Context: an optimization exercise on an open-source flow, tuned for small area. The choices shown serve that exercise and are no tape-out recipe. Function was checked by simulation only, so behaviour that the tests miss may differ from the original. Power is estimated from default activity; no workload was simulated.

==> flow/design.v <==
module kmb (
    input  wire        clk,
    input  wire        rst,         
    input  wire [12:0] key_in,
    input  wire        btn_in,
    input  wire        tick_ms,
    input  wire        tx_ready,
    output wire        tx_valid,
    output wire [7:0]  tx_data,
    output wire        tx_last,
    output wire        led,
    output wire        overlay,
    output reg         res_valid,
    output reg  [2:0]  res_kind,
    output reg  [3:0]  res_line,
    output reg  [1:0]  res_slot
);
    localparam [12:0] KEY_MASK      = 13'h1FFF;
    localparam [6:0]  VEL           = 7'd100;
    localparam [3:0]  CHSEL_LINE0   = 4'd0;
    localparam [3:0]  CHSEL_LINE1   = 4'd1;
    localparam [3:0]  CHSEL_LINE2   = 4'd2;
    localparam [3:0]  CHSEL_LINE3   = 4'd3;
    localparam [3:0]  OCT_DOWN_LINE = 4'd11;
    localparam [3:0]  OCT_UP_LINE   = 4'd12;
    localparam [3:0]  OCT_MIN       = 4'd0;
    localparam [3:0]  OCT_MAX       = 4'd9;
    localparam [3:0]  OCT_RESET     = 4'd5;
    localparam        CC_LEN        = 2;
    localparam [7:0]  CC_CTRL       = 8'h10;
    localparam [15:0] CH_REPEAT_MS  = 16'd100;
    localparam [15:0] OCT_REPEAT_MS = 16'd400;
    localparam [15:0] FLASH_ON_MS   = 16'd150;
    localparam [15:0] FLASH_OFF_MS  = 16'd150;
    localparam [15:0] SETTLE_MS     = 16'd50;
    localparam [3:0] S_IDLE      = 4'd0;
    localparam [3:0] S_SCAN      = 4'd1;
    localparam [3:0] S_TX        = 4'd2;
    localparam [3:0] S_WAIT      = 4'd3;
    localparam [3:0] S_FLASH     = 4'd4;
    localparam [3:0] S_FLASH_GAP = 4'd5;
    localparam [3:0] S_OVL_TOP   = 4'd6;
    localparam [3:0] S_OVL_CH    = 4'd7;
    localparam [3:0] S_OVL_CHW   = 4'd8;
    localparam [3:0] S_OVL_OCTDN = 4'd9;
    localparam [3:0] S_OVL_OCTUP = 4'd10;
    localparam [2:0] K_CLAIM    = 3'd0;
    localparam [2:0] K_REUSE    = 3'd1;
    localparam [2:0] K_FREE     = 3'd2;
    localparam [2:0] K_OVERFLOW = 3'd3;
    localparam [2:0] K_SPURIOUS = 3'd4;
    reg [3:0]  st;
    reg [12:0] prev, cur, pend;
    reg [3:0]  octave;
    reg [1:0]  preset;
    reg [3:0]  slot_v;
    reg [3:0]  slot_k0, slot_k1, slot_k2, slot_k3;
    reg [1:0]  msg_len;
    reg [7:0]  msg_b0, msg_b1, msg_b2;
    reg [1:0]  tx_idx;
    reg [3:0]  tx_ret;
    reg [15:0] wait_cnt;
    reg [3:0]  wait_ret;
    reg [1:0]  flash_cnt;
    reg [2:0]  ch_idx;
    reg        led_r;
    reg        ovl;
    reg [3:0] line;
    integer i;
    always @(*) begin
        line = 4'd0;
        for (i = 12; i >= 0; i = i - 1)
            if (pend[i]) line = i[3:0];
    end
    wire pressed = cur[line];
    wire [3:0] hit;
    assign hit[0] = slot_v[0] && (slot_k0 == line);
    assign hit[1] = slot_v[1] && (slot_k1 == line);
    assign hit[2] = slot_v[2] && (slot_k2 == line);
    assign hit[3] = slot_v[3] && (slot_k3 == line);
    wire [3:0] free = ~slot_v;
    wire [1:0] hit_slot  = hit[0]  ? 2'd0 : hit[1]  ? 2'd1 : hit[2]  ? 2'd2 : 2'd3;
    wire [1:0] free_slot = free[0] ? 2'd0 : free[1] ? 2'd1 : free[2] ? 2'd2 : 2'd3;
    reg        arb_ok;      
    reg [1:0]  arb_slot;
    reg [2:0]  arb_kind;
    always @(*) begin
        if (pressed) begin
            if (hit != 4'd0) begin
                arb_ok = 1'b1; arb_slot = hit_slot;  arb_kind = K_REUSE;
            end else if (free != 4'd0) begin
                arb_ok = 1'b1; arb_slot = free_slot; arb_kind = K_CLAIM;
            end else begin
                arb_ok = 1'b0; arb_slot = 2'd0;      arb_kind = K_OVERFLOW;
            end
        end else begin
            if (hit != 4'd0) begin
                arb_ok = 1'b1; arb_slot = hit_slot;  arb_kind = K_FREE;
            end else begin
                arb_ok = 1'b0; arb_slot = 2'd0;      arb_kind = K_SPURIOUS;
            end
        end
    end
    wire [7:0] note = {4'd0, line} + {4'd0, octave} * 8'd12;
    reg [3:0] chsel_line;
    always @(*) begin
        case (ch_idx[1:0])
            2'd0: chsel_line = CHSEL_LINE0;
            2'd1: chsel_line = CHSEL_LINE1;
            2'd2: chsel_line = CHSEL_LINE2;
            default: chsel_line = CHSEL_LINE3;
        endcase
    end
    reg [7:0] cur_byte;
    always @(*) begin
        case (tx_idx)
            2'd0: cur_byte = msg_b0;
            2'd1: cur_byte = msg_b1;
            default: cur_byte = msg_b2;
        endcase
    end
    assign tx_valid = (st == S_TX);
    assign tx_data  = (st == S_TX) ? cur_byte : 8'h00;
    assign tx_last  = (st == S_TX) && (tx_idx == msg_len - 2'd1);
    assign led      = led_r;
    assign overlay  = ovl;
    always @(posedge clk) begin
        if (rst) begin
            st        <= S_IDLE;
            prev      <= 13'd0;
            cur       <= 13'd0;
            pend      <= 13'd0;
            octave    <= OCT_RESET;
            preset    <= 2'd0;
            slot_v    <= 4'd0;
            slot_k0   <= 4'd0;
            slot_k1   <= 4'd0;
            slot_k2   <= 4'd0;
            slot_k3   <= 4'd0;
            msg_len   <= 2'd3;
            msg_b0    <= 8'h00;
            msg_b1    <= 8'h00;
            msg_b2    <= 8'h00;
            tx_idx    <= 2'd0;
            tx_ret    <= S_IDLE;
            wait_cnt  <= 16'd0;
            wait_ret  <= S_IDLE;
            flash_cnt <= 2'd0;
            ch_idx    <= 3'd0;
            led_r     <= 1'b0;
            ovl       <= 1'b0;
            res_valid <= 1'b0;
            res_kind  <= 3'd0;
            res_line  <= 4'd0;
            res_slot  <= 2'd0;
        end else begin
            res_valid <= 1'b0;
            case (st)
                S_IDLE: begin
                    if (btn_in) begin
                        ovl       <= 1'b1;
                        flash_cnt <= preset;
                        st        <= S_FLASH;
                    end else begin
                        cur  <= key_in;
                        pend <= KEY_MASK & (prev ^ key_in);
                        st   <= S_SCAN;
                    end
                end
                S_SCAN: begin
                    if (pend == 13'd0) begin
                        prev <= cur;
                        st   <= S_IDLE;
                    end else begin
                        pend[line] <= 1'b0;
                        res_valid  <= 1'b1;
                        res_kind   <= arb_kind;
                        res_line   <= line;
                        res_slot   <= arb_slot;
                        if (arb_kind == K_CLAIM) begin
                            slot_v[arb_slot] <= 1'b1;
                            case (arb_slot)
                                2'd0: slot_k0 <= line;
                                2'd1: slot_k1 <= line;
                                2'd2: slot_k2 <= line;
                                default: slot_k3 <= line;
                            endcase
                        end else if (arb_kind == K_FREE) begin
                            slot_v[arb_slot] <= 1'b0;
                            case (arb_slot)
                                2'd0: slot_k0 <= 4'd0;
                                2'd1: slot_k1 <= 4'd0;
                                2'd2: slot_k2 <= 4'd0;
                                default: slot_k3 <= 4'd0;
                            endcase
                        end
                        if (arb_ok) begin
                            msg_len <= 2'd3;
                            msg_b0  <= (pressed ? 8'h90 : 8'h80) | {6'd0, arb_slot};
                            msg_b1  <= note;
                            msg_b2  <= {1'b0, VEL};
                            tx_idx  <= 2'd0;
                            tx_ret  <= S_SCAN;
                            st      <= S_TX;
                        end
                    end
                end
                S_TX: begin
                    if (tx_ready) begin
                        if (tx_idx == msg_len - 2'd1) begin
                            tx_idx <= 2'd0;
                            st     <= tx_ret;
                        end else begin
                            tx_idx <= tx_idx + 2'd1;
                        end
                    end
                end
                S_WAIT: begin
                    if (wait_cnt == 16'd0)
                        st <= wait_ret;
                    else if (tick_ms)
                        wait_cnt <= wait_cnt - 16'd1;
                end
                S_FLASH: begin
                    if (flash_cnt == 2'd0) begin
                        st <= S_OVL_TOP;
                    end else begin
                        led_r    <= 1'b1;
                        wait_cnt <= FLASH_ON_MS;
                        wait_ret <= S_FLASH_GAP;
                        st       <= S_WAIT;
                    end
                end
                S_FLASH_GAP: begin
                    led_r     <= 1'b0;
                    flash_cnt <= flash_cnt - 2'd1;
                    wait_cnt  <= FLASH_OFF_MS;
                    wait_ret  <= S_FLASH;
                    st        <= S_WAIT;
                end
                S_OVL_TOP: begin
                    if (btn_in) begin
                        ch_idx <= 3'd0;
                        st     <= S_OVL_CH;
                    end else begin
                        ovl      <= 1'b0;
                        preset   <= preset + 2'd1;
                        wait_cnt <= SETTLE_MS;
                        wait_ret <= S_IDLE;
                        st       <= S_WAIT;
                    end
                end
                S_OVL_CH: begin
                    if (ch_idx == 3'd4) begin
                        st <= S_OVL_OCTDN;
                    end else if (key_in[chsel_line]) begin
                        msg_b0 <= 8'hB0 | {6'd0, ch_idx[1:0]};
                        if (CC_LEN == 2) begin
                            msg_len <= 2'd2;
                            msg_b1  <= {6'd0, preset};
                            msg_b2  <= 8'h00;
                        end else begin
                            msg_len <= 2'd3;
                            msg_b1  <= CC_CTRL;
                            msg_b2  <= {6'd0, preset};
                        end
                        tx_idx <= 2'd0;
                        tx_ret <= S_OVL_CHW;
                        st     <= S_TX;
                    end else begin
                        ch_idx <= ch_idx + 3'd1;
                    end
                end
                S_OVL_CHW: begin
                    ch_idx   <= ch_idx + 3'd1;
                    wait_cnt <= CH_REPEAT_MS;
                    wait_ret <= S_OVL_CH;
                    st       <= S_WAIT;
                end
                S_OVL_OCTDN: begin
                    if (key_in[OCT_DOWN_LINE]) begin
                        if (octave > OCT_MIN) octave <= octave - 4'd1;
                        wait_cnt <= OCT_REPEAT_MS;
                        wait_ret <= S_OVL_OCTUP;
                        st       <= S_WAIT;
                    end else begin
                        st <= S_OVL_OCTUP;
                    end
                end
                S_OVL_OCTUP: begin
                    if (key_in[OCT_UP_LINE]) begin
                        if (octave < OCT_MAX) octave <= octave + 4'd1;
                        wait_cnt <= OCT_REPEAT_MS;
                        wait_ret <= S_OVL_TOP;
                        st       <= S_WAIT;
                    end else begin
                        st <= S_OVL_TOP;
                    end
                end
                default: st <= S_IDLE;
            endcase
        end
    end
endmodule
==> flow/run.sh <==
#!/bin/bash
# synth_recipe.tcl (not shown) runs the flow's synth.tcl, then flattens the netlist and writes it again
# the make line also repeats each setting of config.mk as NAME=value (left out here)
make -C /OpenROAD-flow-scripts/flow DESIGN_CONFIG=/design/flow/config.mk WORK_HOME=/design/flow/orfs CLKGATE_MAP_FILE= SYNTH_SCRIPT=/design/flow/synth_recipe.tcl finish
==> flow/config.mk <==
export PLATFORM = sky130hd
export DESIGN_NAME = kmb
export DESIGN_NICKNAME = kmb
export VERILOG_FILES = /design/flow/design.v
export SDC_FILE = /design/flow/constraint.sdc
export NUM_CORES = 4
export LEC_CHECK = 0
export CAP_MARGIN = 20
export CORE_MARGIN = 2
export CORE_UTILIZATION = 40
export SLEW_MARGIN = 20
==> flow/constraint.sdc <==
create_clock -name core_clock -period 10.0 [get_ports {clk}]
set_input_delay 2.0000 -clock core_clock [delete_from_list [all_inputs] [get_ports {clk}]]
set_output_delay 2.0000 -clock core_clock [all_outputs]
set_load 0.01 [all_outputs]
==> qor.csv <==
metric;value;unit
instance area after placement;7700;µm²
HP Class;register to register;
max_cap viols;0;
RSZ-0062 raised after global routing;false;
worst clock skew;7.34;ps
Leak;3.24;nW
WL final;19100;µm
mapped cell area;7180;µm²
Period minus WS final;4590;ps
Clock Tree Root;clkbuf_16;
Worst EP required;8000;ps
CTS buffer count;17;
GRT Util Overall;20.3;%
Ports;40;
DRT iter0 DRCs;611;
ant diodes;0;
yosys warns;1;
synth unique cells;87;
die height;138;µm
WL/cell;16.6;µm
largest family of logic cells by synthesized area;simple AND/OR/NAND/NOR gates;
asr flop ratio synth;0;%
CP Max Fanout;22;
Startpoint Class;register;
XOR/XNOR Fraction of Synth Area;4.51;%
core area;17800;µm²
Sum Neg Setup Slack;0;ps
Syn Area/Cell;8.04;µm²
total vias in the final route;6538;
worst slack, placed;5040;ps
largest net degree at the start of global routing;53;
num rows;49;
GRT met1 Usage;30.0;%
gpl congestion;0.867;
worst relative slew slack;28.9;%
Final Cycle Share;45.9;%
first-pass GRT wire length;31700;µm
Worst Tran Pin Value;1060;ps
pins over their slew limit;0;
HPWL Detailed;13500;µm
status;complete, no violations;
Worst setup EP type;output pin;
busiest grt layer;met1;
top_reg_cell synth;dfxtp_1;
die area;19000;µm²
register area share after synthesis;34.3;%
Layout fillers;1765;
Nets;953;
Setup Viol. Count Final;0;
area grow syn2layout;16.8;%
met3 GRT Util;4.05;%
count of buffers from port buffering;39;
Die Wd;138;µm
cts repair resizes;0;
vias in the first global route;6033;
PD cells;356;nW/µm²
Gate Count Post-Synth;893;
met2 Usage GRT;29.0;%
antenna viol nets, final;0;
mux contribution to synthesized area;6.58;%
Synth Register Bits;123;
Final Instance Area;8390;µm²
simple-gate share of the synthesized area;23.1;%
# DRC;0;
fmax;218;MHz
number of H-tree levels;4;
total gr overflow;0;
fraction of layout cells with a size suffix above 1;8.58;%
CP Class;register to output pin;
maximum VDD drop;0.167;mV
TritonRoute pass-1 iters;5;
CTS Sinks;123;
initial antenna violation count;0;
Synth Area in Adders;5.02;%
worst setup margin;5410;ps
Compound-Gate Fraction of Synth Area;21.8;%
post-CTS setup buffers;0;
hold-fix buffers at CTS;0;
initial core utilization;40.4;%
syn nets;938;
CTS tree;yes;
EDFF count, synth;0;
CP arrival;2590;ps
vias per cell;5.69;
clk buf depth;2;
Clock Latency Late Sink;430;ps
clock transition at the registers of the reported paths;60;ps
Final Hold Vio Count;0;
==> kinds of logic after synthesis <==
logic type               Yosys count
AO/OA/AOI/OAI                    236
XOR/XNOR                          37
adder cells (fa/ha/maj)           27
buffers and inverters             82
flip-flops                       123
multiplexers                      47
AND/OR/NAND/NOR                  341
==> flip-flops by register name, summed over array words and instances (netlist names), 3 cells and up, named ones only <==
signal / cells
slot_k0: 4
res_line: 4
ch_idx: 3
slot_k1: 4
res_kind: 3
slot_k3: 4
st: 4
octave: 4
pend: 13
wait_ret: 4
wait_cnt: 16
cur: 13
slot_k2: 4
msg_b0: 5
msg_b1: 8
prev: 13
==> area by class of cell <==
class	count	area (µm²)	share of cell area, %
Clock buffer	17	425	5.07
Tap cell	229	287	3.42
Timing Repair Buffer	46	438	5.22
Sequential cell	123	2460	29.4
Inverter	32	123	1.46
Multi-Input combinational cell	688	4390	52.4
Clock inverter	15	260	3.10
==> final timing paths <==
check,startpoint,slack (ps),depth (start not counted),to
worst min-delay path,res_line[1]$_SDFFE_PP0P_,450,2,res_line[1]$_SDFFE_PP0P_
worst max register to register,pend[0]$_SDFFE_PP0P_,5860,9,msg_b0[4]$_SDFFE_PP0P_
worst min register to register,res_line[1]$_SDFFE_PP0P_,450,2,res_line[1]$_SDFFE_PP0P_
worst max-delay path,st[2]$_SDFFE_PP0P_,5410,5,tx_data[3]
==> cell usage after synthesis, types with 3 or more instances <==
cell type	count	share of area [%]
mux2i_1	45	6.3
and2_1	4	0.35
a211oi_1	17	1.8
ha_1	24	4.2
or3_1	5	0.44
dfxtp_1	123	34
nand3_1	9	0.63
o22ai_1	6	0.52
nor3b_1	3	0.31
o2111ai_1	3	0.37
nor2_1	100	5.2
a221oi_1	5	0.61
buf_4	5	0.52
xor2_1	18	2.2
xnor2_1	19	2.3
and3_1	5	0.44
or4_1	8	0.84
nor3_1	32	2.2
a22oi_1	7	0.73
a211o_1	4	0.49
nor4_1	4	0.35
a311oi_1	3	0.37
nand4_1	6	0.52
nand2_1	118	6.2
fa_1	3	0.84
nor2b_1	10	0.87
clkbuf_1	40	2.1
o31ai_1	3	0.31
or2_2	9	0.78
nor4_2	4	0.70
o21ai_0	41	2.9
inv_1	29	1.5
a21o_1	4	0.42
o211ai_1	10	1.0
nand2b_1	8	0.70
a21oi_1	91	6.3
==> per-stage QoR <==
| step | util (%) | std cells | total power (W) | hold WS, ps |
|---|---|---|---|---|
| 2_1_floorplan | - | 893 | 0.00189 | 442 |
| 3_3_place_gp | 43.3 | 1118 | 0.00225 | 447 |
| 3_5_place_dp | 43.3 | 1118 | 0.00224 | 449 |
| 4_1_cts | 47.2 | 1150 | 0.00298 | 457 |
| 5_1_grt | 47.2 | 1150 | 0.00320 | 486 |
| 6_report | 47.2 | 1150 | 0.00299 | 454 |
==> critical path, cell delays in order, from the launching register on <==
cell,delay (ps)
dfxtp_1,800
nor2b_1,140
nand2_1,380
inv_1,160
and3_1,210
clkdlybuf4s50_1,470
==> power by group <==
group	switching, W	leakage (nW)	internal (W)
Sequential	0.000128	0.999	0.000600
Clock	0.000249	0.331	0.000473
Combinational	0.000990	1.91	0.000546
==> per-layer routing <==
layer	routed length, µm	share of wire [%]
met2	8010	42
met1	9950	52
met3	763	4.0
met5	0	0
met4	421	2.2
==> placed cells by master, fill, tap and decap left out, drive strengths merged, types with 3 or more instances in the layout <==
cell             n
a211o            4
a211oi          18
a21o             4
a21oi           93
a221oi           5
a22oi            7
a311oi           3
and2             5
and3             5
buf              8
bufinv           6
clkbuf          17
clkdlybuf4s50   38
clkinv           5
dfxtp          123
fa               3
ha              24
inv             35
mux2i           45
nand2          119
nand2b           8
nand3           10
nand4            6
nor2           100
nor2b           10
nor3            33
nor3b            3
nor4             9
o2111ai          5
o211ai          10
o21ai           44
o22ai            6
o31ai            3
or2             10
or3              5
or4              9
xnor2           19
xor2            18

afterwards: timing with drivers on the ports:
The flow's constraints put no driver on any port. The routed layout listed below was extracted and timed again, unchanged, in two steps.
Step 1: set_driving_cell puts a clkbuf_16 on clk and a buf_2 on each other input, an assumption about the parent block.
Step 2 adds t to the input delays and takes it off the output delays; t is the mean of the earliest and latest rising clock arrival at the registers after step 1. Input paths then give back, and output paths get back, about the clock's delay inside the block.
Three values: no drivers, after step 1, after step 2; two values: the first two.
t, ns: 0.470
setup WS [ns]: 5.406 / 5.358 / 5.002
slew at the worst register clock pin (ns): 0.06 / 0.06
worst slew at a driven data input, ns: 0.03
cell pins on the clock port's net: 1
After both steps setup and hold are still met in this run. For this run, drivers alone change the setup slack by -0.048 ns; drivers and shift together by -0.404 ns.
